What follows belongs to an exercise in optimizing a design on an open flow for small area, a short achievable clock period and few clock cycles; a production flow would make more cautious choices. Only simulation tests tie the RTL to the original design; equivalence was not proved. No activity file was given, so power comes from the tool's default toggle rates.

### flow/flow/run.sh
#!/bin/bash
# Standard layout with two changes: the port buffers are buf_2 cells, and
# timing repair aims for extra setup slack so that the critical paths get
# sized for speed even though the clock is met.
bash standard.sh 'BUFFER_PORTS_ARGS=-buffer_cell sky130_fd_sc_hd__buf_2' SETUP_SLACK_MARGIN=10.25 finish > standard.log 2>&1
### flow/design.v
module simplevm_core (
    input  wire        clk,
    input  wire        rst,           
    output wire        mem_req,
    output wire        mem_we,
    output wire [11:0] mem_addr,
    output wire [7:0]  mem_wdata,
    input  wire        mem_ready,
    input  wire [7:0]  mem_rdata,
    output reg         out_valid,
    output wire [7:0]  out_byte,
    output wire        halted,
    output wire        faulted,
    output wire [7:0]  exit_code,
    output wire [2:0]  fault_kind,
    output wire [15:0] fault_pc,
    output wire [15:0] fault_word,
    output wire [3:0]  flags
);
    localparam [2:0] F_INVALID_OPCODE  = 3'd3;
    localparam [2:0] F_STACK_OVERFLOW  = 3'd5;
    localparam [2:0] F_STACK_UNDERFLOW = 3'd6;
    localparam [2:0] F_MEMORY_BOUNDS   = 3'd7;
    localparam [3:0] A_NONE = 4'd0,
                     A_ADD  = 4'd1,
                     A_SUB  = 4'd2,
                     A_MUL  = 4'd3,
                     A_DIV  = 4'd4,    
                     A_DIVS = 4'd5,    
                     A_CMP  = 4'd6,
                     A_OR   = 4'd7,
                     A_AND  = 4'd8,
                     A_XOR  = 4'd9,
                     A_NOT  = 4'd10,
                     A_MOVI = 4'd11,
                     A_MOVR = 4'd12;
    function [9:0] cla9;
        input [8:0] a;
        input [8:0] b;
        input       cin;
        reg   [8:0] g, p, gg, pp, gn, pn;
        integer     s, j;
        begin
            g = a & b;
            p = a ^ b;
            gg = g;
            gg[0] = g[0] | (p[0] & cin);
            pp = p;
            for (s = 1; s < 9; s = s * 2) begin
                gn = gg;
                pn = pp;
                for (j = s; j < 9; j = j + 1) begin
                    gn[j] = gg[j] | (pp[j] & gg[j-s]);
                    pn[j] = pp[j] & pp[j-s];
                end
                gg = gn;
                pp = pn;
            end
            cla9 = {gg[8], p ^ {gg[7:0], cin}};
        end
    endfunction
    function [2:0] msb8;
        input [7:0] v;
        begin
            msb8 = v[7] ? 3'd7 : v[6] ? 3'd6 : v[5] ? 3'd5 : v[4] ? 3'd4 :
                   v[3] ? 3'd3 : v[2] ? 3'd2 : v[1] ? 3'd1 : 3'd0;
        end
    endfunction
    reg        s_hdr0, s_hdr1;    
    reg        s_f0;              
    reg        s_f1;              
    reg        s_push, s_pop, s_print;
    reg        s_ff;              
    reg        halted_r, faulted_r;
    reg        ex;        
    reg [7:0]  x [0:15];
    reg [15:0] ma;        
    reg [11:0] maddr;     
    reg        mreq, mwe;
    reg        pbit;      
    reg [15:0] ir;
    reg [7:0]  opa;       
    reg        opx;       
    reg [7:0]  opb;       
    reg [3:0]  ek;        
    reg [11:0] sp;
    reg [12:0] crr;
    reg        f_ov, f_zd, f_nzr, f_lt;
    reg [7:0]  dqs;       
    reg [2:0]  dcnt;      
    reg [2:0]  fkind_r;
    assign mem_req    = mreq;
    assign mem_we     = mwe;
    assign mem_addr   = maddr;
    assign halted     = halted_r;
    assign faulted    = faulted_r;
    assign exit_code  = opb;
    assign out_byte   = opb;
    assign mem_wdata  = opb;
    assign fault_kind = fkind_r;
    assign fault_pc   = ma;
    assign fault_word = ir;
    assign flags      = {f_lt, f_nzr, f_zd, f_ov};
    wire [3:0] op_a = ir[15:12];
    wire [3:0] op_b = ir[11:8];
    wire [3:0] op_c = ir[7:4];
    wire [3:0] op_d = ir[3:0];
    wire [3:0] rsel = s_f1 ? mem_rdata[3:0] : op_c;
    wire [7:0] xr   = x[rsel];
    wire       is_add = (ek == A_ADD);
    wire [9:0] as     = cla9({opx, opa}, is_add ? {1'b0, opb} : {1'b1, ~opb}, ~is_add);
    wire [7:0] asum   = as[7:0];
    wire       acarry = is_add ? as[8] : as[9];   
    wire [2:0] la    = msb8(opa);
    wire [2:0] lb    = msb8(opb);
    reg  [8:0]  mlo;
    integer m;
    always @(*) begin
        mlo = 9'd0;
        for (m = 0; m < 8; m = m + 1)
            mlo = mlo + (({1'b0, opa & {8{opb[m]}}} << m) & 9'h0ff);
    end
    wire [3:0]  lsum = {1'b0, la} + {1'b0, lb};
    wire        mov  = lsum[3] | ((lsum == 4'd7) & mlo[8]);
    wire       dimm  = (la <= lb);        
    wire [2:0] dn    = la - lb;
    wire [16:0] dsh  = {9'd0, opa} << (4'd8 - {1'b0, dn});
    wire       div_last = ((ek == A_DIV) & dimm) | ((ek == A_DIVS) & (dcnt == 3'd0));
    wire       dq    = acarry;
    wire [7:0] dr    = dq ? asum : opa;
    reg       we;
    reg [3:0] wa;
    reg [7:0] wd;
    reg       we15;
    reg [7:0] wd15;
    reg       div_busy;
    always @(*) begin
        we = 1'b1; wa = op_c; wd = asum; we15 = 1'b0; wd15 = opa; div_busy = 1'b0;
        case (ek)
            A_ADD, A_SUB: wd = asum;
            A_MUL:  wd = mlo[7:0];
            A_DIV, A_DIVS: begin
                if (div_last) begin
                    wd = {dqs[6:0], dq}; we15 = 1'b1; wd15 = dr;
                end else begin
                    we = 1'b0; div_busy = 1'b1;
                end
            end
            A_OR:   wd = opa | opb;
            A_AND:  wd = opa & opb;
            A_XOR:  wd = opa ^ opb;
            A_NOT:  wd = ~opa;
            default: we = 1'b0;
        endcase
    end
    wire [7:0] xr_fwd = (we15 && rsel == 4'd15) ? wd15 :
                        (we && wa == rsel)      ? wd : xr;
    wire       pop_we = s_pop;
    wire       prt_we = s_print & mem_ready & ~pbit & (mem_rdata == 8'd0);
    wire       mv_we  = s_f0 & ex & ((op_a == 4'h2) | (op_a == 4'h7));
    wire [7:0] mv_wd  = op_a[2] ? opb : ir[7:0];
    wire [7:0] wdp    = s_pop ? mem_rdata : (s_print | s_hdr0) ? 8'd0 : mv_we ? mv_wd : wd;
    wire [7:0] wd15m  = we15 ? wd15 : wdp;
    integer i;
    always @(posedge clk) begin
        for (i = 0; i < 15; i = i + 1)
            if (s_hdr0 || (we && wa == i) || (mv_we && op_b == i) || (pop_we && op_d == i) ||
                (prt_we && i == 14))
                x[i] <= wdp;
        if (s_hdr0 || we15 || (we && wa == 4'd15) || (mv_we && op_b == 4'd15) ||
            (pop_we && op_d == 4'd15)) x[15] <= wd15m;
    end
    reg [3:0] dk;
    always @(*) begin
        dk = A_NONE;
        case (op_a)
            4'h1: case (op_b)
                4'h0: dk = A_ADD;
                4'h1: dk = A_SUB;
                4'h2: dk = A_MUL;
                4'h3: dk = (opb == 8'd0) ? A_NONE : A_DIV;
                4'h4: dk = A_CMP;
                default: ;
            endcase
            4'h9: case (op_b[1:0])
                2'd0: dk = A_OR;
                2'd1: dk = A_AND;
                2'd2: dk = A_XOR;
                default: dk = A_NOT;
            endcase
            default: ;
        endcase
    end
    wire h_invalid = ((op_a == 4'h0) & (op_b > 4'h1)) |
                     ((op_a == 4'h1) & (op_b > 4'h4)) |
                     ((op_a == 4'h6) & (op_b > 4'h1)) |
                     ((op_a == 4'h9) & (op_b > 4'h3)) |
                     (op_a > 4'h9);
    wire h_halt  = (op_a == 4'h0) & (op_b == 4'h0);
    wire h_ret   = (op_a == 4'h0) & (op_b == 4'h1);
    wire h_push  = (op_a == 4'h6) & (op_b == 4'h0);
    wire h_pop   = (op_a == 4'h6) & (op_b == 4'h1);
    wire h_print = (op_a == 4'h4);
    wire h_jlt   = (op_a == 4'h3);
    wire h_call  = (op_a == 4'h5);
    wire h_jmp   = (op_a == 4'h8);
    wire lt_now = f_lt | ((ek == A_CMP) & ~acarry);
    wire [12:0] ma_pm  = ma[12:0] + 13'd2;
    wire        jump   = h_ret | h_call | h_jmp | (h_jlt & lt_now);
    wire        tsel   = s_hdr1 | (s_f1 & (jump | h_print));
    wire [15:0] target = (s_f1 & h_ret) ? {3'd0, crr} :
                         {(s_hdr1 ? op_a : 4'd0), op_b, mem_rdata};
    wire [15:0] nxt    = tsel ? target : {3'd0, ma_pm};
    wire        nxt_bad = (nxt[15:12] != 4'd0) | (&nxt[11:0]);
    wire [11:0] sp_step = sp + (s_push ? 12'hfff : 12'h001);
    wire [12:0] pp_inc  = {1'b0, maddr} + 13'd1;
    wire done   = mem_ready;             
    wire f1_go  = s_f1 & done & ~div_busy;
    wire back_f0 = ((s_push | s_pop) & done) |
                   (s_print & ~pbit & done & (mem_rdata == 8'd0));
    always @(posedge clk) begin
        if (rst) begin
            s_hdr0    <= 1'b1;
            s_hdr1    <= 1'b0;
            s_f0      <= 1'b0;
            s_f1      <= 1'b0;
            s_push    <= 1'b0;
            s_pop     <= 1'b0;
            s_print   <= 1'b0;
            s_ff      <= 1'b0;
            halted_r  <= 1'b0;
            faulted_r <= 1'b0;
            maddr     <= 12'd0;
            mreq      <= 1'b1;
            mwe       <= 1'b0;
            ex        <= 1'b0;
            ek        <= A_NONE;
            out_valid <= 1'b0;
        end else begin
            out_valid <= 1'b0;
            ek <= A_NONE;
            if (ek == A_DIV && !dimm) ek <= A_DIVS;
            if (ek == A_DIVS && dcnt != 3'd0) ek <= A_DIVS;
            if (s_hdr0 && done) begin
                maddr  <= pp_inc[11:0];
                s_hdr0 <= 1'b0;
                s_hdr1 <= 1'b1;
            end
            if (s_hdr1 && done) begin
                maddr  <= nxt[11:0];
                mreq   <= ~nxt_bad;
                s_hdr1 <= 1'b0;
                s_f0   <= 1'b1;
            end
            if (s_f0) begin
                ex <= 1'b0;
                if (ex) ek <= dk;
                if (!mreq) begin
                    s_f0 <= 1'b0;
                    s_ff <= 1'b1;
                end else if (done) begin
                    maddr <= pp_inc[11:0];
                    s_f0  <= 1'b0;
                    s_f1  <= 1'b1;
                end
            end
            if (f1_go) begin
                s_f1 <= 1'b0;
                if (h_invalid) begin
                    mreq <= 1'b0;
                    faulted_r <= 1'b1;
                end else if (h_halt) begin
                    mreq     <= 1'b0;
                    halted_r <= 1'b1;
                end else if (h_push) begin
                    if (sp == 12'd0) begin
                        mreq <= 1'b0;
                        faulted_r <= 1'b1;
                    end else begin
                        maddr  <= sp;
                        mwe    <= 1'b1;
                        s_push <= 1'b1;
                    end
                end else if (h_pop) begin
                    if (sp == 12'd4095) begin
                        mreq <= 1'b0;
                        faulted_r <= 1'b1;
                    end else begin
                        maddr <= sp_step;
                        s_pop <= 1'b1;
                    end
                end else if (h_print) begin
                    maddr   <= nxt[11:0];
                    s_print <= 1'b1;
                end else begin
                    ex    <= 1'b1;
                    maddr <= nxt[11:0];
                    mreq  <= ~nxt_bad;
                    s_f0  <= 1'b1;
                end
            end
            if (back_f0) begin
                maddr   <= nxt[11:0];
                mreq    <= ~nxt_bad;
                mwe     <= 1'b0;
                s_push  <= 1'b0;
                s_pop   <= 1'b0;
                s_print <= 1'b0;
                s_f0    <= 1'b1;
            end
            if (s_print) begin
                if (pbit) begin
                    s_print <= 1'b0;
                    faulted_r <= 1'b1;
                end else if (done && mem_rdata != 8'd0) begin
                    out_valid <= 1'b1;
                    maddr     <= pp_inc[11:0];
                    mreq      <= ~pp_inc[12];
                end
            end
            if (s_ff && ek == A_NONE) begin
                s_ff      <= 1'b0;
                faulted_r <= 1'b1;
            end
        end
    end
    always @(posedge clk) begin
        case (ek)
            A_ADD: if (acarry) f_ov <= 1'b1;
            A_SUB: if (~acarry) f_ov <= 1'b1;
            A_MUL: if (mov) f_ov <= 1'b1;
            A_CMP: if (~acarry) f_lt <= 1'b1;
            default: ;
        endcase
        if (div_last && dr != 8'd0) f_nzr <= 1'b1;
        case (ek)
            A_DIV: if (!dimm) begin
                {opx, opa} <= dsh[16:8];
                dqs  <= dsh[7:0];
                dcnt <= dn;
            end
            A_DIVS: begin
                {opx, opa} <= {dr, dqs[7]};
                dqs  <= {dqs[6:0], dq};
                dcnt <= dcnt - 3'd1;
            end
            default: ;
        endcase
        if (s_hdr0) begin
            sp    <= 12'd4095;
            crr   <= 13'd0;
            f_ov  <= 1'b0;
            f_zd  <= 1'b0;
            f_nzr <= 1'b0;
            f_lt  <= 1'b0;
        end
        if (s_hdr0 || s_f0) ir[15:8] <= mem_rdata;
        if (s_hdr1) ma <= nxt;
        if (s_f1 && !div_busy) ir[7:0] <= mem_rdata;
        if (s_f1 && !div_busy) opb <= xr_fwd;
        if (s_f1 && h_call) crr <= ma_pm;
        if (s_f1 && h_print) pbit <= 1'b0;
        if (s_print) opb <= mem_rdata;
        if (s_f0) begin
            if (ex) begin
                opa  <= xr;
                opx  <= 1'b0;
                dqs  <= 8'd0;
                if (op_a == 4'h1 && op_b == 4'h3 && opb == 8'd0) f_zd <= 1'b1;
            end
        end
        if (f1_go && !h_invalid && !h_halt && !h_push && !h_pop && !h_print) begin
            ma <= nxt;
            if (h_jlt && lt_now) f_lt <= 1'b0;
        end
        if (back_f0) ma <= nxt;
        if (s_push && done) sp <= sp_step;
        if (s_pop && done)  sp <= maddr;
        if (s_print) begin
            if (!pbit && done && mem_rdata != 8'd0) pbit <= pp_inc[12];
        end
        if (s_ff && ek == A_NONE) ir <= 16'd0;
        if (s_f1) fkind_r <= h_invalid ? F_INVALID_OPCODE :
                             h_push    ? F_STACK_OVERFLOW : F_STACK_UNDERFLOW;
        if (s_print || s_ff) fkind_r <= F_MEMORY_BOUNDS;
    end
endmodule
### flow/constraint.sdc
create_clock -name core_clock -period 15.0 [get_ports {clk}]
set_input_delay 3.0000 -clock core_clock [delete_from_list [all_inputs] [get_ports {clk}]]
set_output_delay 3.0000 -clock core_clock [all_outputs]
set_load 0.01 [all_outputs]
### flow/config.mk
export PLATFORM = sky130hd
export DESIGN_NAME = simplevm_core
export DESIGN_NICKNAME = simplevm_core
export VERILOG_FILES = /design/flow/design.v
export SDC_FILE = /design/flow/constraint.sdc
export NUM_CORES = 4
export LEC_CHECK = 0
export ABC_AREA = 1
export CAP_MARGIN = 20
export CORE_MARGIN = 2
export CORE_UTILIZATION = 40
export SLEW_MARGIN = 20
### flow/standard.sh
#!/bin/bash
# synth_recipe.tcl (not shown) runs the flow's synth.tcl, then flattens the netlist and writes it again
# the make line also repeats each setting of config.mk as NAME=value (left out here)
make -C /OpenROAD-flow-scripts/flow DESIGN_CONFIG=/design/flow/config.mk WORK_HOME=/design/flow/orfs CLKGATE_MAP_FILE= SYNTH_SCRIPT=/design/flow/synth_recipe.tcl "${@:-finish}"
==> results of run 1 <==
## where the power goes
part           total (mW)  leakage (nW)  switching [mW]  internal [mW]
registers           0.982          2.43           0.105          0.877
clock network       0.698         0.449           0.306          0.392
logic                1.06          5.39           0.666          0.390
total                2.74          8.27            1.08           1.66
## cell usage in the layout, fill, tap and decap left out, drive strengths merged, types with 12 or more instances in the layout
master and instances:
a21oi 101, a221oi 27, a22o 15, a31oi 13, buf 150, clkbuf 33
clkinv 20, dfxtp 70, edfxtp 180, fa 24, ha 62, inv 302
nand2 433, nand3 81, nand4 17, nor2 163, nor3 23, o211ai 43
o21ai 175, o221ai 29, xnor2 12, xor2 40
## worst min path at each step
stage	to	startpoint	depth (start not counted)	slack [ps]
3_3_place_gp	halted_r$_SDFFE_PP0P_	halted_r$_SDFFE_PP0P_	1	450
3_5_place_dp	halted_r$_SDFFE_PP0P_	halted_r$_SDFFE_PP0P_	1	470
6_report	fkind_r[1]$_SDFFE_PP1P_	fkind_r[1]$_SDFFE_PP1P_	2	470
2_1_floorplan	f_ov$_SDFFE_PP0P_	f_ov$_SDFFE_PP0P_	2	430
5_1_grt	halted_r$_SDFFE_PP0P_	halted_r$_SDFFE_PP0P_	1	500
4_1_cts	fkind_r[1]$_SDFFE_PP1P_	fkind_r[1]$_SDFFE_PP1P_	2	480
## critical path, cell delays in order (launching register included)
cell	delay [ps]
dfxtp_1	620
nand2_1	180
fa_1	520
inv_1	60
fa_1	560
fa_1	430
fa_1	560
ha_4	230
xnor2_2	190
o221ai_2	130
a211oi_2	180
o221ai_2	150
o211ai_1	230
o21ai_2	150
buf_6	200
nand2_1	60
nand2_1	60
## metal layers
layer,vias up,global-route usage,share of wire
met5,-,0.0167,0
met4,0,0.0884,0.038
met3,146,0.0476,0.084
li1,6889,-,-
met1,7014,0.356,0.42
met2,721,0.437,0.46
## what timing repair did
item	in CTS	in global routing
hold buffers	0	0
setup endpoints to repair	166	111
setup buffers	24	20
gates cloned	1	1
resized for setup	63	82
pin swaps	19	37
## sequential cells by signal, summed over array words and instances, names as in the netlist, 3 cells and up
register and count:
ir 16, maddr 12, dqs 8, opa 8, dcnt 3, crr 13, opb 8, fkind_r 3
ek 4, x 128, ma 16, sp 12
## kinds of logic after synthesis
logic type	share of synthesized area
flops	0.427
buf+inv	0.0986
compound gates	0.177
xor+xnor	0.0285
simple gates	0.190
fa+ha+maj	0.0787
## final cells by class
cell class / instances / area share
diodes: 2 / 0.000268
clock buffers: 32 / 0.0395
clock inverters: 22 / 0.0101
inverters: 305 / 0.0633
multi-input cells: 1327 / 0.432
flip-flops and latches: 250 / 0.366
well taps: 525 / 0.0352
repair buffers: 151 / 0.0538
==> flow_summary.toml, run 1 <==
[global_routing]
grt_pass1_vias = 14000
antenna_found_initial = 2
grt_util_all_layers = 0.267
grt_overflow = 0
grt_pass1_wl_um = 84800
grt_max_degree = 30

[clocking]
cts_buffers = 29
insertion_delay_ps = 580
htree_levels = 1
clock-sinks = 250
cts_tree = "yes"
clock-root-buffer = "clkbuf_16"
clockBufferDepth = 3
clk_pin_slew_ps = 60

[drt]
drtAntennaViolNets = 0
vias = 14800
drtPass1Iterations = 5
wl_um = 55900
vias_per_cell = 5.65
drt-wirelength-per-cell_um = 21.4
drtIter0Drc = 1669
drc = 0

[critical_path]
worstSetupPathType = "flop to flop"
crit_fanout = 8
critPathLaunchType = "flop"
endpoint_kind = "flop"
reg2reg_to = "x[15][7]$_DFFE_PP_"
reg2reg_depth = 16
ff2ff_setup_slack_ps = 10240
arrival_ps = 5090
crit_end = "x[15][7]$_DFFE_PP_"
critPathLaunch = "opa[6]$_DFF_P_"
required_ps = 15340
r2r-start = "opa[6]$_DFF_P_"

[timing]
tns_ps = 0
final_max_slew_viol_count = 0
rsz0062_at_grt = "true"
finalCriticalPeriod_ps = 4760
final_hold_viol_count = 0
clock_skew_ps = 10.6
max_freq_mhz = 210
finalCritPeriodShare = 0.317
tightest_slew_ps = 1030
hold_ws_ps = 475
slew_headroom = 0.312
finalSetupViolCount = 0
setup_slack_ps = 10240

[final_layout]
drive_gt1_frac = 0.160
synthToLayoutAreaGrowth_pct = 16.8
final_util = 0.471
fillCellCount = 3791
multi_input_area_um2 = 8050
seq_area_um2 = 6820
final_area_um2 = 18600
instances_no_fill = 2614
nNetsFinal = 2161

[place]
post_dp_cell_area_um2 = 16800
place_congestion = 0.978
io_buffers = 90
dp.cells = 2512
pre_cts_ws_ps = 9290
place.detailed.hpwl_um = 40700

[power_and_ir_drop]
worst_ir_drop_vdd_v = 0.0000944
cellLeakagePower_nw = 8.27
p_per_area_nw_per_um2 = 147
p_total_mw = 2.74

[floorplan]
num_rows = 73
core_area_um2 = 39500
start_util = 0.403
io_pins = 91
dieWidth_um = 204
fp.dieH_um = 204
die_area_um2 = 41500

[yosys]
ys_warn_count = 2
syn-instance-count = 1967
synthTopCellsByArea = "edfxtp_1 (34%), nand2_1 (9.8%), dfxtp_1 (8.8%)"
syn_area_per_cell_um2 = 8.11
yosys-top-cells-count = "nand2_1 (418), inv_1 (297), edfxtp_1 (180), o21ai_0 (164), nor2_1 (158)"
seq_area_frac_synth = 0.427
synth.largest_area_cell = "edfxtp_1"
syn-num-nets = 2064
synth_seq_cells = 250
synth_flop_cell = "edfxtp_1"
yosysMostFrequentCell = "nand2_1"
synth_cell_types = 52
synth_edf_count = 180
synthArstFlopShare = 0
synth_area_um2 = 16000
yosysTopAreaCellShare = 0.339

[min_path]
hold_path_class = "flop to flop"

[flow_run]
maxCapViolCount = 0

[status]
status = "timing/DRC/antenna clean"
Testbench counts, summed over its fixed seeds: cycles 108,018.
==> run 2, diff against run 1 <==
--- a/flow/config.mk
+++ b/flow/config.mk
@@ -12 +12,2 @@
 export SLEW_MARGIN = 20
+export TNS_END_PERCENT = 5
==> run 2 against run 1 <==
Still clean. Sequential power fell by 0.5%. Flip-flop and latch count did not move. Die area did not move. Maximum frequency fell by 2.9%. Design area fell by 1.9%. Critical path type is now primary input to flop.
==> flow_summary.toml, run 2 <==
[status]
status = "timing/DRC/antenna clean"

[global_routing]
grtUsageMet3 = 0.0471
grt_max_degree = 30
grt_util_all_layers = 0.263
antenna_found_initial = 0
grt_overflow = 0
grt_pass1_vias = 13900
groute.layer.met1.usage = 0.359
grt_busiest_layer = "met2"
grt_use_met2 = 0.420
grt_pass1_wl_um = 83600

[place]
place.detailed.hpwl_um = 40500
io_buffers = 90
dp.cells = 2510
post_dp_cell_area_um2 = 16800
place_congestion = 0.955

[power_and_ir_drop]
power_frac_seq = 0.364
p_per_area_nw_per_um2 = 147
cellLeakagePower_nw = 8.17
switchingPower_mw = 1.04
p_clk_frac = 0.282
cell_internal_pwr_mw = 1.65
switching_share = 0.386
worst_ir_drop_vdd_v = 0.0000964
combPwrFrac = 0.354

[floorplan]
dieWidth_um = 204
core_area_um2 = 39500
start_util = 0.403
die_area_um2 = 41500
num_rows = 73
fp.dieH_um = 204
io_pins = 91

[final_layout]
reg_top3 = "x: 128 flops, ir: 16 flops, ma: 16 flops"
largest_register_ffs = 128
nNetsFinal = 2138
largest-register = "x"
synthToLayoutAreaGrowth_pct = 14.7
drive_gt1_frac = 0.131
n_antenna_cell = 0
mostFrequentLayoutCell = "nand2_1"
fillCellCount = 3832
final_area_um2 = 18300
final_cell_mix = "nand2_1 (417), inv_1 (289), edfxtp_1 (180)"
instances_no_fill = 2590

[yosys]
synthAdderAreaFrac = 0.0787
seq_area_frac_synth = 0.427
syn-num-nets = 2064
synth_compound_area_frac = 0.177
synth_top_family_by_area = "simple AND/OR/NAND/NOR gates"
yosysTopAreaCellShare = 0.339
syn-instance-count = 1967
synth.largest_area_cell = "edfxtp_1"
yosysMostFrequentCell = "nand2_1"
ys_warn_count = 2
synth_cell_types = 52
synth_edf_count = 180
synth_seq_cells = 250
syn_area_per_cell_um2 = 8.11
synth_xor_area_frac = 0.0285
synth_area_um2 = 16000
yosys-top-cells-count = "nand2_1 (418), inv_1 (297), edfxtp_1 (180), o21ai_0 (164), nor2_1 (158)"
synthArstFlopShare = 0
synthMuxAreaShare = 0
synthSimpleGateAreaFrac = 0.190
synthTopCellsByArea = "edfxtp_1 (34%), nand2_1 (9.8%), dfxtp_1 (8.8%)"
synth_flop_cell = "edfxtp_1"

[timing]
finalCriticalPeriod_ps = 4900
clock_skew_ps = 30.1
slew_headroom = 0.282
hold_ws_ps = 478
max_freq_mhz = 204
final_max_slew_viol_count = 0
tightest_slew_ps = 1080
finalSetupViolCount = 0
final_hold_viol_count = 0
rsz0062_at_grt = "true"
finalCritPeriodShare = 0.326
tns_ps = 0

[critical_path]
endpoint_kind = "flop"
arrival_ps = 5190
required_ps = 15290
worstSetupPathType = "primary input to flop"
crit_fanout = 6
critPathLaunchType = "primary input"
reg2reg_depth = 14

[drt]
drt-wirelength-per-cell_um = 21.3
drtIter0Drc = 1430
drtAntennaViolNets = 0
wl_um = 55100
vias_per_cell = 5.63
drc = 0
vias = 14600
drtPass1Iterations = 6

[clocking]
cts_tree = "yes"
htree_levels = 1
clk_pin_slew_ps = 60
clock-root-buffer = "clkbuf_16"
insertion_delay_ps = 590
cts_buffers = 30
clock-sinks = 250
cts_hold_buf = 0
clockBufferDepth = 3

[min_path]
hold_depth = 1
hold_path_class = "flop to flop"

[flow_run]
maxCapViolCount = 0
[run 2: cell counts after synthesis]
No cell type changed its count.
[run 2: power by group through the flow]
stage	clock (mW)	sequential (mW)	combinational [mW]
floorplan	0	0.947	0.582
global placement	0	0.993	0.853
detailed placement	0	0.990	0.864
CTS	0.770	0.975	0.923
global route	0.792	0.986	1.05
finish	0.756	0.977	0.950
[run 2: metal layers]
metal,vias up,wire [um]
li1,6834,-
met1,6887,23000
met2,730,25100
met3,133,4910
met4,0,2100
met5,-,0
[run 2: stage by stage]
step | setup slack (ps) | total power [mW] | utilization
final | 10100 | 2.68 | 0.463
after global routing | 9970 | 2.83 | 0.463
after CTS | 10100 | 2.67 | 0.460
after detailed placement | 9150 | 1.85 | 0.424
after global placement | 9210 | 1.85 | 0.424
after floorplan | 10160 | 1.53 | -
[run 2: what timing repair did]
item | CTS | global route
gates resized for setup | 32 | 27
setup buffers | 23 | 1
endpoints found under the setup margin | 272 | 296
pin swaps | 12 | 4
[run 2: cell families (layout without fill, tap and decap cells)]
| logic type | after synthesis | after routing |
|---|---|---|
| flip-flops | 250 | 250 |
| AND/OR/NAND/NOR | 733 | 733 |
| adder cells (fa/ha/maj) | 86 | 86 |
| AO/OA/AOI/OAI | 456 | 456 |
| XOR/XNOR | 52 | 52 |
| buffers and inverters | 390 | 488 |
[run 2: final timing paths]
check	from	to	slack [ps]
worst max-delay path	mem_rdata[3]	opb[1]$_DFFE_PP_	10100
worst min-delay path	halted_r$_SDFFE_PP0P_	halted_r$_SDFFE_PP0P_	480
worst max register to register	opa[6]$_DFF_P_	x[4][7]$_DFFE_PP_	10180
worst min register to register	halted_r$_SDFFE_PP0P_	halted_r$_SDFFE_PP0P_	480
[run 2: worst max-delay path, cell delays in order]
cell and delay [ps]:
buf_2 140, inv_2 130, a21oi_2 80, a21oi_2 210, nor2_2 100, nand2_2 150
inv_1 130, a22o_1 230, a221oi_1 220, nand4_1 230, a211oi_2 350, nand2_1 90
nand2_1 70, a22oi_1 50
[run 2: layout make-up]
type                            instances  area [um2]  share of cell area
Sequential cell                       250        6810               0.372
Multi-Input combinational cell       1327        7850               0.429
Inverter                              305        1150              0.0628
Timing Repair Buffer                  127         795              0.0434
Clock inverter                         21         225              0.0123
Tap cell                              525         657              0.0359
Clock buffer                           35         811              0.0443
==> run 3, diff against run 2 <==
--- a/flow/config.mk
+++ b/flow/config.mk
@@ -11,3 +11,3 @@
 export CORE_UTILIZATION = 40
+export CTS_BUF_LIST = sky130_fd_sc_hd__clkbuf_4 sky130_fd_sc_hd__clkbuf_8
 export SLEW_MARGIN = 20
-export TNS_END_PERCENT = 5
==> run 3 against run 2 <==
Largest cell class unchanged. Area after synthesis unchanged. Total power up 1.6%. Design area up 1.9%. Cell count up 2.1%. Maximum frequency up 4.3%. Clock power down 8.3%. Die area unchanged. Worst hold slack worse by 2.6 ps. Register-to-register slack better by 130 ps. Sequential share of layout area down 0.69 points. Clock-buffer cell count up 31.
==> flow_summary.toml, run 3 <==
[status]
status = "timing/DRC/antenna clean"

[timing]
finalSetupViolCount = 0
hold_ws_ps = 475
max_freq_mhz = 213
tns_ps = 0
slew_headroom = 0.296
finalCritPeriodShare = 0.313
final_max_slew_viol_count = 0
tightest_slew_ps = 1060
final_hold_viol_count = 0
clock_skew_ps = 21.1
finalCriticalPeriod_ps = 4700
rsz0062_at_grt = "true"

[floorplan]
dieWidth_um = 204
die_area_um2 = 41500
io_pins = 91
core_area_um2 = 39500
start_util = 0.403
num_rows = 73
fp.dieH_um = 204

[yosys]
yosysMostFrequentCell = "nand2_1"
yosysTopAreaCellShare = 0.339
synth_seq_cells = 250
syn_area_per_cell_um2 = 8.11
seq_area_frac_synth = 0.427
synth_compound_area_frac = 0.177
synthMuxAreaShare = 0
synthSimpleGateAreaFrac = 0.190
synthTopCellsByArea = "edfxtp_1 (34%), nand2_1 (9.8%), dfxtp_1 (8.8%)"
synth_edf_count = 180
yosys-top-cells-count = "nand2_1 (418), inv_1 (297), edfxtp_1 (180), o21ai_0 (164), nor2_1 (158)"
syn-num-nets = 2064
synth_cell_types = 52
synth_top_family_by_area = "simple AND/OR/NAND/NOR gates"
synth_flop_cell = "edfxtp_1"
ys_warn_count = 2
synth_area_um2 = 16000
synthArstFlopShare = 0
synth.largest_area_cell = "edfxtp_1"
synth_xor_area_frac = 0.0285
synthAdderAreaFrac = 0.0787
syn-instance-count = 1967

[final_layout]
drive_gt1_frac = 0.169
fillCellCount = 3793
final_cell_mix = "nand2_1 (410), inv_1 (276), edfxtp_1 (180)"
nNetsFinal = 2179
mostFrequentLayoutCell = "nand2_1"
seq_area_um2 = 6810
synthToLayoutAreaGrowth_pct = 16.8
multi_input_area_um2 = 8050
largest_register_ffs = 128
reg_top3 = "x: 128 flops, ir: 16 flops, ma: 16 flops"
largest-register = "x"

[critical_path]
arrival_ps = 1700
ff2ff_setup_slack_ps = 10310
crit_path_cell_trace = "buf_4 -> buf_4 -> buf_2"
critPathLaunchType = "flop"
endpoint_kind = "output pin"
critPathSlowestCell = "edfxtp_1"
critPathMaxStageDelay_ps = 570
crit_fanout = 7
cp_top_family = "flip-flops"
worstSetupPathType = "flop to output pin"
cp_num_buf_inv = 3
crit_path_frequent_cell = "buf_4"
required_ps = 12000

[drt]
wl_um = 56100
vias = 14800
drtPass1Iterations = 6
drtIter0Drc = 1408
drc = 0
vias_per_cell = 5.60
drtAntennaViolNets = 0
drt-wirelength-per-cell_um = 21.2

[place]
place_congestion = 0.978
io_buffers = 90
place.detailed.hpwl_um = 40700

[global_routing]
antenna_found_initial = 1
grt_pass1_vias = 14200
grt_overflow = 0
grt_max_degree = 30
grt_pass1_wl_um = 85000
grt_util_all_layers = 0.269

[clocking]
htree_levels = 2
clock-root-buffer = "clkbuf_8"
clock-sinks = 250
clockBufferDepth = 3
insertion_delay_ps = 590
cts_tree = "yes"
cts_buffers = 44
clk_pin_slew_ps = 60

[power_and_ir_drop]
p_total_mw = 2.73
worst_ir_drop_vdd_v = 0.0000711
p_per_area_nw_per_um2 = 146
cellLeakagePower_nw = 8.33

[flow_run]
maxCapViolCount = 0

[min_path]
hold_path_class = "flop to flop"
-- run 3: power breakdown --
part,switching (mW),internal [mW]
clock,0.300,0.393
sequential,0.105,0.876
combinational,0.660,0.391
total,1.07,1.66
-- run 3: logic make-up (layout without fill, tap and decap cells) --
family	Yosys count	after routing
flip-flops	250	250
AND/OR/NAND/NOR	733	733
adder cells (fa/ha/maj)	86	86
XOR/XNOR	52	52
other	0	2
AO/OA/AOI/OAI	456	456
buffers and inverters	390	540
-- run 3: layer usage --
| metal | routed length (um) | part of all wire | global-route usage | up-vias |
|---|---|---|---|---|
| met1 | 23300 | 0.41 | 0.353 | 7008 |
| met4 | 1900 | 0.034 | 0.0897 | 0 |
| met5 | 0 | 0 | 0 | - |
| li1 | - | - | - | 6926 |
| met2 | 26100 | 0.46 | 0.440 | 729 |
| met3 | 4830 | 0.086 | 0.0578 | 144 |
-- run 3: path summary, 6_finish.rpt --
check | startpoint | to | cells past startpoint
min | fkind_r[1]$_SDFFE_PP1P_ | fkind_r[1]$_SDFFE_PP1P_ | 2
max | opb[2]$_DFFE_PP_ | out_byte[2] | 3
max reg2reg | opb[5]$_DFFE_PP_ | x[2][6]$_DFFE_PP_ | 17
min reg2reg | fkind_r[1]$_SDFFE_PP1P_ | fkind_r[1]$_SDFFE_PP1P_ | 2
-- run 3: cell type report --
cell class	instances	area share
Timing Repair Buffer	154	0.0542
Antenna cell	2	0.000268
Inverter	305	0.0620
Clock buffer	66	0.0427
Multi-Input combinational cell	1327	0.432
Clock inverter	15	0.00846
Sequential cell	250	0.365
Tap cell	525	0.0352
-- run 3: through the flow --
stage	cell area [um2]	utilization	instances	setup WS, ps
2_1_floorplan	16000	-	1967	10240
5_1_grt	18600	0.471	2642	10140
3_5_place_dp	16800	0.425	2512	9290
6_report	18600	0.471	2644	10310
4_1_cts	18200	0.460	2621	10170
3_3_place_gp	16800	0.425	2512	9390
-- run 3: worst register-to-register path, stage by stage, from the launching register on --
cell       delay (ps)
edfxtp_1          560
buf_6             210
nand2_4            50
inv_2              40
fa_1              540
inv_2              40
fa_1              490
fa_1              510
inv_2              50
ha_4              270
fa_2              430
nand2_2            80
o21ai_2            50
a211oi_2          270
o221ai_2          160
o211ai_1          290
o21ai_4           180
clkbuf_16         210
-- run 3: timing repair --
action,CTS,global route
pin swaps,17,36
gates cloned,1,1
hold endpoints to repair,0,0
hold buffers,0,0
endpoints found under the setup margin,165,109
buffers inserted,27,20
resized for setup,52,74
==> run 4, diff against run 3 <==
--- a/flow/design.v
+++ b/flow/design.v
@@ -115,9 +115,92 @@
     wire [2:0] lb    = msb8(opb);
-    reg  [8:0]  mlo;
-    integer m;
-    always @(*) begin
-        mlo = 9'd0;
-        for (m = 0; m < 8; m = m + 1)
-            mlo = mlo + (({1'b0, opa & {8{opb[m]}}} << m) & 9'h0ff);
-    end
+    wire pp00 = opa[0] & opb[0];
+    wire pp01 = opa[1] & opb[0];
+    wire pp02 = opa[2] & opb[0];
+    wire pp03 = opa[3] & opb[0];
+    wire pp04 = opa[4] & opb[0];
+    wire pp05 = opa[5] & opb[0];
+    wire pp06 = opa[6] & opb[0];
+    wire pp07 = opa[7] & opb[0];
+    wire pp10 = opa[0] & opb[1];
+    wire pp11 = opa[1] & opb[1];
+    wire pp12 = opa[2] & opb[1];
+    wire pp13 = opa[3] & opb[1];
+    wire pp14 = opa[4] & opb[1];
+    wire pp15 = opa[5] & opb[1];
+    wire pp16 = opa[6] & opb[1];
+    wire pp20 = opa[0] & opb[2];
+    wire pp21 = opa[1] & opb[2];
+    wire pp22 = opa[2] & opb[2];
+    wire pp23 = opa[3] & opb[2];
+    wire pp24 = opa[4] & opb[2];
+    wire pp25 = opa[5] & opb[2];
+    wire pp30 = opa[0] & opb[3];
+    wire pp31 = opa[1] & opb[3];
+    wire pp32 = opa[2] & opb[3];
+    wire pp33 = opa[3] & opb[3];
+    wire pp34 = opa[4] & opb[3];
+    wire pp40 = opa[0] & opb[4];
+    wire pp41 = opa[1] & opb[4];
+    wire pp42 = opa[2] & opb[4];
+    wire pp43 = opa[3] & opb[4];
+    wire pp50 = opa[0] & opb[5];
+    wire pp51 = opa[1] & opb[5];
+    wire pp52 = opa[2] & opb[5];
+    wire pp60 = opa[0] & opb[6];
+    wire pp61 = opa[1] & opb[6];
+    wire pp70 = opa[0] & opb[7];
+    wire ms0 = pp02 ^ pp11 ^ pp20;
+    wire mc0 = (pp02 & pp11) | (pp02 & pp20) | (pp11 & pp20);
+    wire ms1 = pp03 ^ pp12 ^ pp21;
+    wire mc1 = (pp03 & pp12) | (pp03 & pp21) | (pp12 & pp21);
+    wire ms2 = pp04 ^ pp13 ^ pp22;
+    wire mc2 = (pp04 & pp13) | (pp04 & pp22) | (pp13 & pp22);
+    wire ms3 = pp31 ^ pp40;
+    wire mc3 = pp31 & pp40;
+    wire ms4 = pp05 ^ pp14 ^ pp23;
+    wire mc4 = (pp05 & pp14) | (pp05 & pp23) | (pp14 & pp23);
+    wire ms5 = pp32 ^ pp41 ^ pp50;
+    wire mc5 = (pp32 & pp41) | (pp32 & pp50) | (pp41 & pp50);
+    wire ms6 = pp06 ^ pp15 ^ pp24;
+    wire mc6 = (pp06 & pp15) | (pp06 & pp24) | (pp15 & pp24);
+    wire ms7 = pp33 ^ pp42 ^ pp51;
+    wire mc7 = (pp33 & pp42) | (pp33 & pp51) | (pp42 & pp51);
+    wire ms8 = pp07 ^ pp16 ^ pp25;
+    wire mc8 = (pp07 & pp16) | (pp07 & pp25) | (pp16 & pp25);
+    wire ms9 = pp34 ^ pp43 ^ pp52;
+    wire mc9 = (pp34 & pp43) | (pp34 & pp52) | (pp43 & pp52);
+    wire ms10 = pp61 ^ pp70;
+    wire mc10 = pp61 & pp70;
+    wire ms11 = mc0 ^ ms1 ^ pp30;
+    wire mc11 = (mc0 & ms1) | (mc0 & pp30) | (ms1 & pp30);
+    wire ms12 = mc1 ^ ms2 ^ ms3;
+    wire mc12 = (mc1 & ms2) | (mc1 & ms3) | (ms2 & ms3);
+    wire ms13 = mc2 ^ mc3 ^ ms4;
+    wire mc13 = (mc2 & mc3) | (mc2 & ms4) | (mc3 & ms4);
+    wire ms14 = mc4 ^ mc5 ^ ms6;
+    wire mc14 = (mc4 & mc5) | (mc4 & ms6) | (mc5 & ms6);
+    wire ms15 = ms7 ^ pp60;
+    wire mc15 = ms7 & pp60;
+    wire ms16 = mc6 ^ mc7 ^ ms8;
+    wire mc16 = (mc6 & mc7) | (mc6 & ms8) | (mc7 & ms8);
+    wire ms17 = ms9 ^ ms10;
+    wire mc17 = ms9 & ms10;
+    wire ms18 = mc8 ^ mc9 ^ mc10;
+    wire mc18 = (mc8 & mc9) | (mc8 & mc10) | (mc9 & mc10);
+    wire ms19 = mc12 ^ ms13 ^ ms5;
+    wire mc19 = (mc12 & ms13) | (mc12 & ms5) | (ms13 & ms5);
+    wire ms20 = mc13 ^ ms14 ^ ms15;
+    wire mc20 = (mc13 & ms14) | (mc13 & ms15) | (ms14 & ms15);
+    wire ms21 = mc14 ^ mc15 ^ ms16;
+    wire mc21 = (mc14 & mc15) | (mc14 & ms16) | (mc15 & ms16);
+    wire ms22 = mc16 ^ mc17 ^ ms18;
+    wire mc22 = (mc16 & mc17) | (mc16 & ms18) | (mc17 & ms18);
+    wire ms23 = mc20 ^ ms21 ^ ms17;
+    wire mc23 = (mc20 & ms21) | (mc20 & ms17) | (ms21 & ms17);
+    wire ms24 = mc23 ^ mc21 ^ ms22;
+    wire mc24 = (mc23 & mc21) | (mc23 & ms22) | (mc21 & ms22);
+    wire [8:0] mra = {ms24, ms23, mc19, ms19, mc11, ms11, ms0, pp01, pp00};
+    wire [8:0] mrb = {1'b0, 1'b0, ms20, 1'b0, ms12, 1'b0, 1'b0, pp10, 1'b0};
+    wire [9:0]  msum = cla9(mra, mrb, 1'b0);
+    wire [8:0]  mlo  = msum[8:0];
     wire [3:0]  lsum = {1'b0, la} + {1'b0, lb};
==> flow/flow/run.sh (replaced) <==
#!/bin/bash
# Standard layout with two changes: the port buffers are buf_2 cells, and
# timing repair aims for extra setup slack so that the critical paths get
# sized for speed even though the clock is met.
bash standard.sh 'BUFFER_PORTS_ARGS=-buffer_cell sky130_fd_sc_hd__buf_2' SETUP_SLACK_MARGIN=10.55 finish > standard.log 2>&1
==> run 4 against run 3 <==
Cell count increased by 3.2%. Highest routed layer unchanged. Wire length is 4.0% higher. Flip-flop and latch count unchanged. Largest cell class unchanged. First-iteration DRC count down 10%. Non-clock buffer count up 26. Total power increased by 6.5%. Clock-buffer cell count fell by 9. Sequential power increased by 2%. Area after synthesis grew 1.5%.
==> flow_summary.toml, run 4 <==
[final_layout]
seq_area_um2 = 6820
largest-register = "x"
synthToLayoutAreaGrowth_pct = 20.0
mostFrequentLayoutCell = "nand2_1"
nNetsFinal = 2255
drive_gt1_frac = 0.197
largest_register_ffs = 128
final_cell_mix = "nand2_1 (465), inv_1 (248), edfxtp_1 (180)"
final_util = 0.488
n_antenna_cell = 0
fillCellCount = 3937
reg_top3 = "x: 128 flops, ir: 16 flops, ma: 16 flops"
multi_input_area_um2 = 8530
final_area_um2 = 19400

[floorplan]
start_util = 0.407
core_area_um2 = 39800
io_pins = 91
num_rows = 73
fp.dieH_um = 205
dieWidth_um = 205
die_area_um2 = 42100

[clocking]
clock-root-buffer = "clkbuf_8"
cts_buffers = 47
clk_pin_slew_ps = 70
clockBufferDepth = 3
cts_tree = "yes"
htree_levels = 2
cts_hold_buf = 0
clock-sinks = 250
insertion_delay_ps = 620

[drt]
drc = 0
drtAntennaViolNets = 0
wl_um = 58300
drtIter0Drc = 1261
drt-wirelength-per-cell_um = 21.4
vias = 15300
drtPass1Iterations = 6
vias_per_cell = 5.60

[yosys]
synthTopCellsByArea = "edfxtp_1 (33%), nand2_1 (11%), dfxtp_1 (8.6%)"
ys_warn_count = 2
syn_area_per_cell_um2 = 8.02
yosysTopAreaCellShare = 0.334
synth_flop_cell = "edfxtp_1"
synth.largest_area_cell = "edfxtp_1"
synth_area_um2 = 16200
yosysMostFrequentCell = "nand2_1"
syn-instance-count = 2020
syn-num-nets = 2111
yosys-top-cells-count = "nand2_1 (492), inv_1 (259), edfxtp_1 (180), o21ai_0 (161), nor2_1 (149)"
synth_seq_cells = 250
synthArstFlopShare = 0
synth_cell_types = 64
seq_area_frac_synth = 0.420
synth_edf_count = 180

[critical_path]
critPathMaxStageDelay_ps = 530
endpoint_kind = "flop"
cp_top_family = "compound AO/OA/AOI/OAI gates"
reg2reg_depth = 14
crit_path_frequent_cell = "nand2_1"
r2r-start = "opa[5]$_DFF_P_"
cp_num_buf_inv = 3
crit_fanout = 6
arrival_ps = 4840
crit_path_cell_trace = "buf_8 -> inv_6 -> nand2_2 -> o21ai_2 -> nand2_4 -> nor2_4 -> buf_4 -> nand2_1 -> nand4_1 -> a2111oi_4 -> nand2_1 -> o211ai_1 -> a22oi_1"
critPathLaunchType = "primary input"
critPathSlowestCell = "a2111oi_4"
required_ps = 15360
reg2reg_to = "x[1][7]$_DFFE_PP_"
worstSetupPathType = "primary input to flop"
ff2ff_setup_slack_ps = 10610

[timing]
clock_skew_ps = 26.9
hold_ws_ps = 467
slew_headroom = 0.287
max_freq_mhz = 223
final_hold_viol_count = 0
rsz0062_at_grt = "true"
final_max_slew_viol_count = 0
tightest_slew_ps = 1070
finalSetupViolCount = 0
finalCritPeriodShare = 0.299
finalCriticalPeriod_ps = 4480
tns_ps = 0

[min_path]
whs_endpoint = "ex$_SDFF_PP0_"
hold_path_class = "flop to flop"
min_from = "ex$_SDFF_PP0_"
hold_depth = 2

[place]
io_buffers = 90
post_dp_cell_area_um2 = 17200
place.detailed.hpwl_um = 41700
place_congestion = 0.960

[power_and_ir_drop]
p_per_area_nw_per_um2 = 149
cellLeakagePower_nw = 8.77
worst_ir_drop_vdd_v = 0.0000666

[global_routing]
grt_pass1_vias = 14500
grt_overflow = 0
grt_pass1_wl_um = 87600
grt_util_all_layers = 0.276
grt_max_degree = 26
antenna_found_initial = 0

[status]
status = "timing/DRC/antenna clean"

[flow_run]
maxCapViolCount = 0
## run 4: cell types whose count changed after synthesis, sizes merged, moves of 10 or more
cell,previous run,this run
nand2,433,522
nand3,81,114
a22o,15,5
inv,301,263
o221ai,29,11
a221oi,27,17
## run 4: per-layer routing
| layer | GRT usage | vias to the layer above | share of wire |
|---|---|---|---|
| met1 | 0.370 | 7289 | 0.43 |
| met5 | 0 | - | 0 |
| met2 | 0.443 | 711 | 0.46 |
| met3 | 0.0467 | 139 | 0.079 |
| li1 | - | 7147 | - |
| met4 | 0.114 | 0 | 0.039 |
## run 4: worst max-delay path by stage
stage,startpoint,endpoint,cells after the start
after floorplan,mem_rdata[3],opb[4]$_DFFE_PP_,13
after global placement,mem_rdata[3],opb[6]$_DFFE_PP_,14
after detailed placement,mem_rdata[3],opb[6]$_DFFE_PP_,14
after CTS,opb[0]$_DFFE_PP_,exit_code[0],2
after global routing,opa[2]$_DFF_P_,x[15][6]$_DFFE_PP_,21
final,mem_rdata[2],opb[1]$_DFFE_PP_,13
## run 4: kinds of logic after synthesis
| group | synth area share |
|---|---|
| xor gates and xnor gates | 0.0276 |
| buffers and inverters | 0.0917 |
| and+or+nand+nor | 0.230 |
| adders and majority gates | 0.0720 |
| muxes | 0.000618 |
| AOI/OAI and AO/OA | 0.158 |
| DFF | 0.420 |
## run 4: final cells by class
type | count | share of cell area
clock buffer | 57 | 0.0384
clock inverter | 31 | 0.0153
inverter | 271 | 0.0545
multi-input combinational | 1414 | 0.439
sequential | 250 | 0.351
tap | 525 | 0.0338
timing repair buffer | 180 | 0.0684
## run 4: worst min-delay path: stages, from the launching register on
cell     delay [ps]
dfxtp_1         310
nand2_1          60
a21oi_1          50
## run 4: per-stage QoR
stage / worst slack, ps / instances / power [mW]
floorplan: 10360 / 2020 / 1.64
global placement: 9450 / 2562 / 1.99
detailed placement: 9410 / 2562 / 1.99
CTS: 10530 / 2705 / 2.83
global route: 10470 / 2728 / 3.05
finish: 10520 / 2728 / 2.90
## run 4: power by group
group | switching, mW | total [mW] | internal (mW)
clock | 0.325 | 0.746 | 0.421
sequential | 0.114 | 0.998 | 0.884
combinational | 0.740 | 1.16 | 0.419
total | 1.18 | 2.90 | 1.72
## run 4: repair_timing
item,CTS,global route
cloned,0,1
pin swaps,28,25
endpoints found under the setup margin,254,293
buffers inserted,55,22
gates resized for setup,70,52
Testbench counts of run 4, summed over its fixed seeds: cycles 108,018.
==> run 5, diff against run 4 <==
==> flow/flow/run.sh (replaced) <==
#!/bin/bash
# Standard layout with two changes: the port buffers are buf_2 cells, and
# timing repair aims for extra setup slack so that the critical paths get
# sized for speed even though the clock is met.
bash standard.sh 'BUFFER_PORTS_ARGS=-buffer_cell sky130_fd_sc_hd__buf_2' SETUP_SLACK_MARGIN=10.4 finish > standard.log 2>&1
--- a/flow/config.mk
+++ b/flow/config.mk
@@ -10,3 +10,3 @@
 export CORE_MARGIN = 2
-export CORE_UTILIZATION = 40
+export CORE_UTILIZATION = 50
 export CTS_BUF_LIST = sky130_fd_sc_hd__clkbuf_4 sky130_fd_sc_hd__clkbuf_8
==> run 5 against run 4 <==
Non-clock buffer count fell by 44. Largest cell class unchanged. Highest routed layer unchanged. Critical endpoint is now opb[4]$_DFFE_PP_. Still clean. Total power fell by 4.7%. Clock power fell by 3.8%. Combinational power fell by 9%. Register-to-register slack got worse by 60 ps. Clock skew fell by 11 ps. Cell count fell by 6.3%. Die area fell by 20%. Largest power group unchanged.
==> flow_summary.toml, run 5 <==
[status]
status = "timing/DRC/antenna clean"

[place]
post_dp_cell_area_um2 = 17100
io_buffers = 90
place_congestion = 1.02
pre_cts_ws_ps = 9600
place.detailed.hpwl_um = 40900
dp.cells = 2440

[critical_path]
endpoint_kind = "flop"
crit_fanout = 8
critPathLaunchType = "primary input"
reg2reg_depth = 17
ff2ff_setup_slack_ps = 10550
reg2reg_to = "x[15][7]$_DFFE_PP_"
required_ps = 15340
r2r-start = "opb[3]$_DFFE_PP_"
worstSetupPathType = "primary input to flop"
arrival_ps = 4900

[min_path]
whs_endpoint = "halted_r$_SDFFE_PP0P_"
hold_depth = 2
hold_path_class = "flop to flop"
min_from = "halted_r$_SDFFE_PP0P_"

[clocking]
clock-root-buffer = "clkbuf_8"
cts_buffers = 45
insertion_delay_ps = 610
cts_tree = "yes"
cts_hold_buf = 0
htree_levels = 2
clk_pin_slew_ps = 60
clockBufferDepth = 3
clock-sinks = 250

[power_and_ir_drop]
worst_ir_drop_vdd_v = 0.000103
combPwrFrac = 0.379
cell_internal_pwr_mw = 1.65
p_per_area_nw_per_um2 = 149
power_frac_seq = 0.361
cellLeakagePower_nw = 8.42
switching_share = 0.404
p_clk_frac = 0.260
p_total_mw = 2.77
switchingPower_mw = 1.12

[yosys]
synthTopCellsByArea = "edfxtp_1 (33%), nand2_1 (11%), dfxtp_1 (8.6%)"
syn-instance-count = 2020
syn_area_per_cell_um2 = 8.02
synth_seq_cells = 250
yosysTopAreaCellShare = 0.334
synth_compound_area_frac = 0.158
synthSimpleGateAreaFrac = 0.230
yosys-top-cells-count = "nand2_1 (492), inv_1 (259), edfxtp_1 (180), o21ai_0 (161), nor2_1 (149)"
synth_edf_count = 180
synthMuxAreaShare = 0.000618
synth_top_family_by_area = "simple AND/OR/NAND/NOR gates"
synthArstFlopShare = 0
yosysMostFrequentCell = "nand2_1"
synth_area_um2 = 16200
seq_area_frac_synth = 0.420
syn-num-nets = 2111
ys_warn_count = 2
synth_cell_types = 64
synth_flop_cell = "edfxtp_1"
synthAdderAreaFrac = 0.0720
synth.largest_area_cell = "edfxtp_1"
synth_xor_area_frac = 0.0276

[final_layout]
largest_register_ffs = 128
mostFrequentLayoutCell = "nand2_1"
reg_top3 = "x: 128 flops, ir: 16 flops, ma: 16 flops"
synthToLayoutAreaGrowth_pct = 14.4
drive_gt1_frac = 0.164
largest-register = "x"
final_util = 0.584
final_area_um2 = 18500
instances_no_fill = 2556
nNetsFinal = 2209
final_cell_mix = "nand2_1 (477), inv_1 (251), edfxtp_1 (180)"

[timing]
clock_skew_ps = 15.9
max_freq_mhz = 219
tightest_slew_ps = 1110
finalSetupViolCount = 0
final_hold_viol_count = 0
setup_slack_ps = 10440
hold_ws_ps = 453
tns_ps = 0
rsz0062_at_grt = "true"
slew_headroom = 0.260
finalCritPeriodShare = 0.304
finalCriticalPeriod_ps = 4560
final_max_slew_viol_count = 0

[drt]
drc = 0
vias_per_cell = 5.88
vias = 15000
drtPass1Iterations = 6
drt-wirelength-per-cell_um = 21.9
drtAntennaViolNets = 0
drtIter0Drc = 1635
wl_um = 55900

[global_routing]
grt_pass1_vias = 14100
grt_pass1_wl_um = 84700
grt_util_all_layers = 0.332
grt_overflow = 0
grt_max_degree = 26
antenna_found_initial = 1

[flow_run]
maxCapViolCount = 0

[floorplan]
fp.dieH_um = 184
num_rows = 65
dieWidth_um = 184
die_area_um2 = 33900
start_util = 0.511
core_area_um2 = 31700
io_pins = 91
## run 5: cell counts after synthesis
No cell type changed its count.
## run 5: worst max-delay path by stage
| stage | from | endpoint | depth (start not counted) |
|---|---|---|---|
| after floorplan | mem_rdata[3] | opb[4]$_DFFE_PP_ | 13 |
| after global placement | mem_rdata[3] | opb[6]$_DFFE_PP_ | 14 |
| after detailed placement | mem_rdata[3] | opb[7]$_DFFE_PP_ | 14 |
| after CTS | opa[6]$_DFF_P_ | x[15][7]$_DFFE_PP_ | 16 |
| after global routing | mem_rdata[0] | opb[6]$_DFFE_PP_ | 11 |
| final | mem_rdata[1] | opb[4]$_DFFE_PP_ | 13 |
## run 5: logic make-up after synthesis
family,Yosys count
simple gates,862
flops,250
buf+inv,356
compound gates,420
mux,1
xor+xnor,51
fa+ha+maj,80
## run 5: layout make-up
class                      instances  area (um2)
multi-input combinational       1414        8340
clock buffer                      66         840
timing repair buffer             136         836
clock inverter                    16         163
inverter                         271        1030
antenna                            1        2.50
tap                              402         503
sequential                       250        6820
fill                            2957       13200
## run 5: repair_timing
action | CTS | global route
gates cloned | 0 | 0
gates resized for setup | 9 | 38
buffers inserted | 21 | 10
pin swaps | 0 | 14
endpoints found under the setup margin | 73 | 240
## run 5: critical path, cell delays in order
cell and delay (ps):
buf_2 130, inv_2 120, nand2_4 110, o21ai_4 80, nand2_4 150, nor2_4 100, nand2_1 70, nand4_1 150
or4_4 570, a21oi_4 160, nand2_1 60, o211ai_1 90, a31oi_1 110
## run 5: power groups by stage
stage / clock network [mW] / registers, mW / logic [mW]
6_report: 0.718 / 0.999 / 1.05
5_1_grt: 0.762 / 1.01 / 1.15
4_1_cts: 0.728 / 0.992 / 0.989
3_5_place_dp: 0 / 1.01 / 0.957
3_3_place_gp: 0 / 1.01 / 0.954
2_1_floorplan: 0 / 0.959 / 0.676
## run 5: per-layer routing
layer  vias up  track usage  part of all wire
met5         -            0                 0
met4         0        0.113             0.036
met3       150       0.0648             0.091
met2       809        0.531              0.45
met1      7032        0.451              0.42
li1       7047            -                 -
==> run 6, diff against run 5 <==
--- a/flow/config.mk
+++ b/flow/config.mk
@@ -10,4 +10,5 @@
 export CORE_MARGIN = 2
-export CORE_UTILIZATION = 50
+export CORE_UTILIZATION = 40
 export CTS_BUF_LIST = sky130_fd_sc_hd__clkbuf_4 sky130_fd_sc_hd__clkbuf_8
+export GPL_TIMING_DRIVEN = 1
 export SLEW_MARGIN = 20
==> run 6 against run 5 <==
Sequential power barely moved. Worst setup slack got worse by 6.9 ps. Global-route usage fell by 6.3 points. Cell count rose by 4.8%. Combinational power barely moved. Highest routed layer unchanged.
==> flow_summary.toml, run 6 <==
[status]
status = "timing/DRC/antenna clean"

[floorplan]
core_area_um2 = 39800
io_pins = 91
dieWidth_um = 205
fp.dieH_um = 205
num_rows = 73
start_util = 0.407
die_area_um2 = 42100

[yosys]
yosys-top-cells-count = "nand2_1 (492), inv_1 (259), edfxtp_1 (180), o21ai_0 (161), nor2_1 (149)"
synth_edf_count = 180
synth_seq_cells = 250
yosysTopAreaCellShare = 0.334
synthArstFlopShare = 0
syn-num-nets = 2111
seq_area_frac_synth = 0.420
yosysMostFrequentCell = "nand2_1"
synthTopCellsByArea = "edfxtp_1 (33%), nand2_1 (11%), dfxtp_1 (8.6%)"
synth.largest_area_cell = "edfxtp_1"
synth_flop_cell = "edfxtp_1"
ys_warn_count = 2
synth_area_um2 = 16200
syn-instance-count = 2020
synth_cell_types = 64
syn_area_per_cell_um2 = 8.02

[clocking]
insertion_delay_ps = 640
clock-root-buffer = "clkbuf_8"
cts_tree = "yes"
cts_buffers = 48
clk_pin_slew_ps = 60
clock-sinks = 250
htree_levels = 2
clockBufferDepth = 3
cts_hold_buf = 0

[timing]
tightest_slew_ps = 1050
finalCriticalPeriod_ps = 4570
max_freq_mhz = 219
final_max_slew_viol_count = 0
setup_slack_ps = 10430
final_hold_viol_count = 0
rsz0062_at_grt = "true"
finalCritPeriodShare = 0.305
clock_skew_ps = 42.0
slew_headroom = 0.297
finalSetupViolCount = 0
tns_ps = 0

[global_routing]
antenna_found_initial = 0
grt_pass1_wl_um = 85600
grt_overflow = 0
grt_max_degree = 26
grt_pass1_vias = 14300
grt_util_all_layers = 0.269

[power_and_ir_drop]
p_clk_frac = 0.262
switchingPower_mw = 1.13
p_total_mw = 2.76
cellLeakagePower_nw = 8.39
cell_internal_pwr_mw = 1.63
combPwrFrac = 0.376
switching_share = 0.409
p_per_area_nw_per_um2 = 148
worst_ir_drop_vdd_v = 0.0000601
power_frac_seq = 0.362

[place]
io_buffers = 90
pre_cts_ws_ps = 9450
place_congestion = 0.980
dp.cells = 2561
place.detailed.hpwl_um = 41300

[final_layout]
largest-register = "x"
reg_top3 = "x: 128 flops, ir: 16 flops, ma: 16 flops"
synthToLayoutAreaGrowth_pct = 15.3
drive_gt1_frac = 0.164
final_util = 0.469
fillCellCount = 4048
n_antenna_cell = 0
instances_no_fill = 2679
largest_register_ffs = 128
nNetsFinal = 2207
mostFrequentLayoutCell = "nand2_1"
final_cell_mix = "nand2_1 (477), inv_1 (251), edfxtp_1 (180)"

[drt]
vias_per_cell = 5.59
drc = 0
wl_um = 56500
drtAntennaViolNets = 0
drt-wirelength-per-cell_um = 21.1
vias = 15000
drtIter0Drc = 1692
drtPass1Iterations = 5

[critical_path]
ff2ff_setup_slack_ps = 10590
reg2reg_depth = 15
cp_top_family = "simple AND/OR/NAND/NOR gates"
worstSetupPathType = "primary input to flop"
crit_fanout = 6
required_ps = 15380
critPathSlowestCell = "or4_4"
cp_num_buf_inv = 3
critPathMaxStageDelay_ps = 510
critPathLaunchType = "primary input"
reg2reg_to = "x[15][7]$_DFFE_PP_"
r2r-start = "opb[3]$_DFFE_PP_"
arrival_ps = 4950
endpoint_kind = "flop"
crit_path_cell_trace = "buf_6 -> clkinvlp_4 -> nand2_2 -> o21ai_2 -> nand2_2 -> nor2_4 -> buf_4 -> nand2_1 -> nand4_1 -> or4_4 -> a21oi_4 -> nand2_1 -> o211ai_1 -> a31oi_1"

[flow_run]
maxCapViolCount = 0

[min_path]
min_from = "halted_r$_SDFFE_PP0P_"
hold_depth = 2
hold_path_class = "flop to flop"
whs_endpoint = "halted_r$_SDFFE_PP0P_"
## run 6: changes by cell type in the layout (fill, tap and decap cells not counted), sizes merged
cell,delta
clkinv,+6
clkbuf,-5
buf,-3
clkinvlp,+2
bufinv,+1
diode,-1
## run 6: cells by family after synthesis
family | synth area share
xor gates and xnor gates | 0.0276
AOI/OAI and AO/OA | 0.158
buffers and inverters | 0.0917
and+or+nand+nor | 0.230
DFF | 0.420
adders and majority gates | 0.0720
muxes | 0.000618
## run 6: cell type report
cell class                      count  area, um2  area share
Clock buffer                       63        779      0.0417
Tap cell                          525        657      0.0352
Sequential cell                   250       6820       0.365
Timing Repair Buffer              131        805      0.0431
Multi-Input combinational cell   1414       8360       0.448
Inverter                          271       1030      0.0554
Clock inverter                     25        228      0.0122
## run 6: how the worst max path moves through the flow
stage                          to           start  cells after the start  slack, ps
2_1_floorplan    opb[4]$_DFFE_PP_    mem_rdata[3]                     13      10360
3_3_place_gp     opb[6]$_DFFE_PP_    mem_rdata[3]                     14       9500
3_5_place_dp     opb[6]$_DFFE_PP_    mem_rdata[3]                     14       9450
4_1_cts        x[15][7]$_DFFE_PP_  opa[5]$_DFF_P_                     16      10280
5_1_grt          opb[0]$_DFFE_PP_    mem_rdata[2]                     12      10390
6_report         opb[4]$_DFFE_PP_    mem_rdata[3]                     14      10430
## run 6: repair_timing
| item | 4_1_cts | 5_1_grt |
|---|---|---|
| gates cloned | 0 | 0 |
| buffers inserted | 22 | 8 |
| endpoints found under the setup margin | 145 | 293 |
| pin swaps | 4 | 11 |
| resized for setup | 23 | 29 |
## run 6: worst register-to-register path, cell delays in order, from the launching register on
cell and delay (ps):
edfxtp_1 480, ha_1 320, fa_1 480, fa_1 480, fa_1 490, inv_1 50
fa_1 580, xor2_1 180, nor2_1 90, a211oi_2 190, o21ai_2 130, o211ai_1 200
o21ai_1 100, buf_4 240, nand2_1 80, nand2_1 70
## run 6: per-stage QoR
step	hold WS (ps)	cell area, um2
floorplan	430	16500
finish	454	18700
global placement	441	17200
global route	492	18700
CTS	459	18500
detailed placement	448	17200
## run 6: layer usage
metal	up-vias	part of all wire	GRT usage
met5	-	0	0
met4	0	0.031	0.0899
met3	112	0.081	0.0418
met2	711	0.47	0.441
met1	7117	0.42	0.362
li1	7034	-	-
## run 6: power by group through the flow
| stage | Sequential [mW] | Combinational (mW) | Clock (mW) |
|---|---|---|---|
| 5_1_grt | 1.01 | 1.14 | 0.762 |
| 4_1_cts | 0.996 | 1.01 | 0.734 |
| 6_report | 1.00 | 1.04 | 0.725 |
| 3_3_place_gp | 1.01 | 0.959 | 0 |
| 3_5_place_dp | 1.01 | 0.964 | 0 |
| 2_1_floorplan | 0.959 | 0.676 | 0 |
==> run 7, diff against run 6 <==
--- a/flow/config.mk
+++ b/flow/config.mk
@@ -12,3 +12,2 @@
 export CTS_BUF_LIST = sky130_fd_sc_hd__clkbuf_4 sky130_fd_sc_hd__clkbuf_8
-export GPL_TIMING_DRIVEN = 1
 export SLEW_MARGIN = 20
==> run 7 against run 6 <==
Critical endpoint unchanged. Area after synthesis did not move. Worst hold slack unchanged. Synthesized cell count unchanged. Utilization stayed put. Highest routed layer unchanged. Still clean on timing, DRC and antenna.
==> flow_summary.toml, run 7 <==
[power_and_ir_drop]
p_per_area_nw_per_um2 = 148
worst_ir_drop_vdd_v = 0.0000601
cellLeakagePower_nw = 8.39
p_total_mw = 2.76

[critical_path]
reg2reg_to = "x[15][7]$_DFFE_PP_"
endpoint_kind = "flop"
worstSetupPathType = "primary input to flop"
reg2reg_depth = 15
required_ps = 15380
ff2ff_setup_slack_ps = 10590
r2r-start = "opb[3]$_DFFE_PP_"
arrival_ps = 4950

[clocking]
clockBufferDepth = 3
clock-root-buffer = "clkbuf_8"
htree_levels = 2
insertion_delay_ps = 640
clk_pin_slew_ps = 60
cts_tree = "yes"

[global_routing]
grt_max_degree = 26
grt_pass1_vias = 14300
antenna_found_initial = 0

[timing]
slew_headroom = 0.297
setup_slack_ps = 10430
max_freq_mhz = 219
finalCritPeriodShare = 0.305
rsz0062_at_grt = "true"
tightest_slew_ps = 1050
tns_ps = 0
finalCriticalPeriod_ps = 4570
final_max_slew_viol_count = 0

[yosys]
synth_edf_count = 180
syn-instance-count = 2020
ys_warn_count = 2
seq_area_frac_synth = 0.420
synth_flop_cell = "edfxtp_1"
synthTopCellsByArea = "edfxtp_1 (33%), nand2_1 (11%), dfxtp_1 (8.6%)"
yosysMostFrequentCell = "nand2_1"
synth_cell_types = 64
synth_seq_cells = 250
syn-num-nets = 2111
yosysTopAreaCellShare = 0.334
synth_area_um2 = 16200

[drt]
vias = 15000
vias_per_cell = 5.59
wl_um = 56500
drt-wirelength-per-cell_um = 21.1
drc = 0
drtPass1Iterations = 5
drtIter0Drc = 1692

[final_layout]
largest_register_ffs = 128
reg_top3 = "x: 128 flops, ir: 16 flops, ma: 16 flops"
n_antenna_cell = 0
largest-register = "x"
mostFrequentLayoutCell = "nand2_1"
synthToLayoutAreaGrowth_pct = 15.3
drive_gt1_frac = 0.164

[floorplan]
io_pins = 91
start_util = 0.407
num_rows = 73
core_area_um2 = 39800
dieWidth_um = 205
fp.dieH_um = 205

[place]
pre_cts_ws_ps = 9450
place_congestion = 0.980
place.detailed.hpwl_um = 41300
io_buffers = 90

[min_path]
hold_path_class = "flop to flop"
min_from = "halted_r$_SDFFE_PP0P_"
whs_endpoint = "halted_r$_SDFFE_PP0P_"

[flow_run]
maxCapViolCount = 0

[status]
status = "timing/DRC/antenna clean"
-- run 7: area by class of cell --
| cell class | instances | area, um2 | area share |
|---|---|---|---|
| Multi-Input combinational cell | 1414 | 8360 | 0.448 |
| Sequential cell | 250 | 6820 | 0.365 |
| Inverter | 271 | 1030 | 0.0554 |
| Timing Repair Buffer | 131 | 805 | 0.0431 |
| Clock buffer | 63 | 779 | 0.0417 |
| Tap cell | 525 | 657 | 0.0352 |
| Clock inverter | 25 | 228 | 0.0122 |
-- run 7: per-layer routing --
metal  GRT usage  part of all wire  vias up
li1            -                 -     7034
met1       0.362              0.42     7117
met2       0.441              0.47      711
met3      0.0418             0.081      112
met4      0.0899             0.031        0
met5           0                 0        -
-- run 7: critical path, cell delays in order --
cell and delay [ps]:
buf_6 110, clkinvlp_4 90, nand2_2 90, o21ai_2 70, nand2_2 230, nor2_4 100, buf_4 160, nand2_1 50
nand4_1 100, or4_4 510, a21oi_4 170, nand2_1 70, o211ai_1 90, a31oi_1 100
-- run 7: what timing repair did --
item                                    in CTS  in global routing
gates resized for setup                     23                 29
hold buffers                                 0                  0
buffers inserted                            22                  8
endpoints found under the setup margin     145                293
pin swaps                                    4                 11
gates cloned                                 0                  0
-- run 7: logic make-up (layout without fill, tap and decap cells) --
kind of cell,count (synthesis),after routing,synth area share
buffers and inverters,356,490,0.0917
xor gates and xnor gates,51,51,0.0276
AOI/OAI and AO/OA,420,420,0.158
DFF,250,250,0.420
adders and majority gates,80,80,0.0720
muxes,1,1,0.000618
and+or+nand+nor,862,862,0.230
-- run 7: worst max path at each step --
stage	startpoint	end	cells past startpoint
final	mem_rdata[3]	opb[4]$_DFFE_PP_	14
after global routing	mem_rdata[2]	opb[0]$_DFFE_PP_	12
after CTS	opa[5]$_DFF_P_	x[15][7]$_DFFE_PP_	16
after detailed placement	mem_rdata[3]	opb[6]$_DFFE_PP_	14
after global placement	mem_rdata[3]	opb[6]$_DFFE_PP_	14
after floorplan	mem_rdata[3]	opb[4]$_DFFE_PP_	13
-- run 7: report_power, final --
group	internal [mW]	switching [mW]	total, mW
logic	0.342	0.699	1.04
registers	0.884	0.116	1.00
clock network	0.410	0.315	0.725
total	1.63	1.13	2.76
-- run 7: metrics by stage --
step | cell area, um2 | hold slack, ps | std cells
6_report | 18700 | 454 | 2679
5_1_grt | 18700 | 492 | 2679
4_1_cts | 18500 | 459 | 2671
3_5_place_dp | 17200 | 448 | 2561
3_3_place_gp | 17200 | 441 | 2561
2_1_floorplan | 16500 | 430 | 2020

Re-timed with assumed drivers on the ports (clkbuf_16 on the clock, buf_2 on other inputs), run 7 has 10.437 ns of setup slack against 10.431 ns with ideal ports, and 9.767 ns once port delays also move by the mid clock arrival of 0.674 ns.
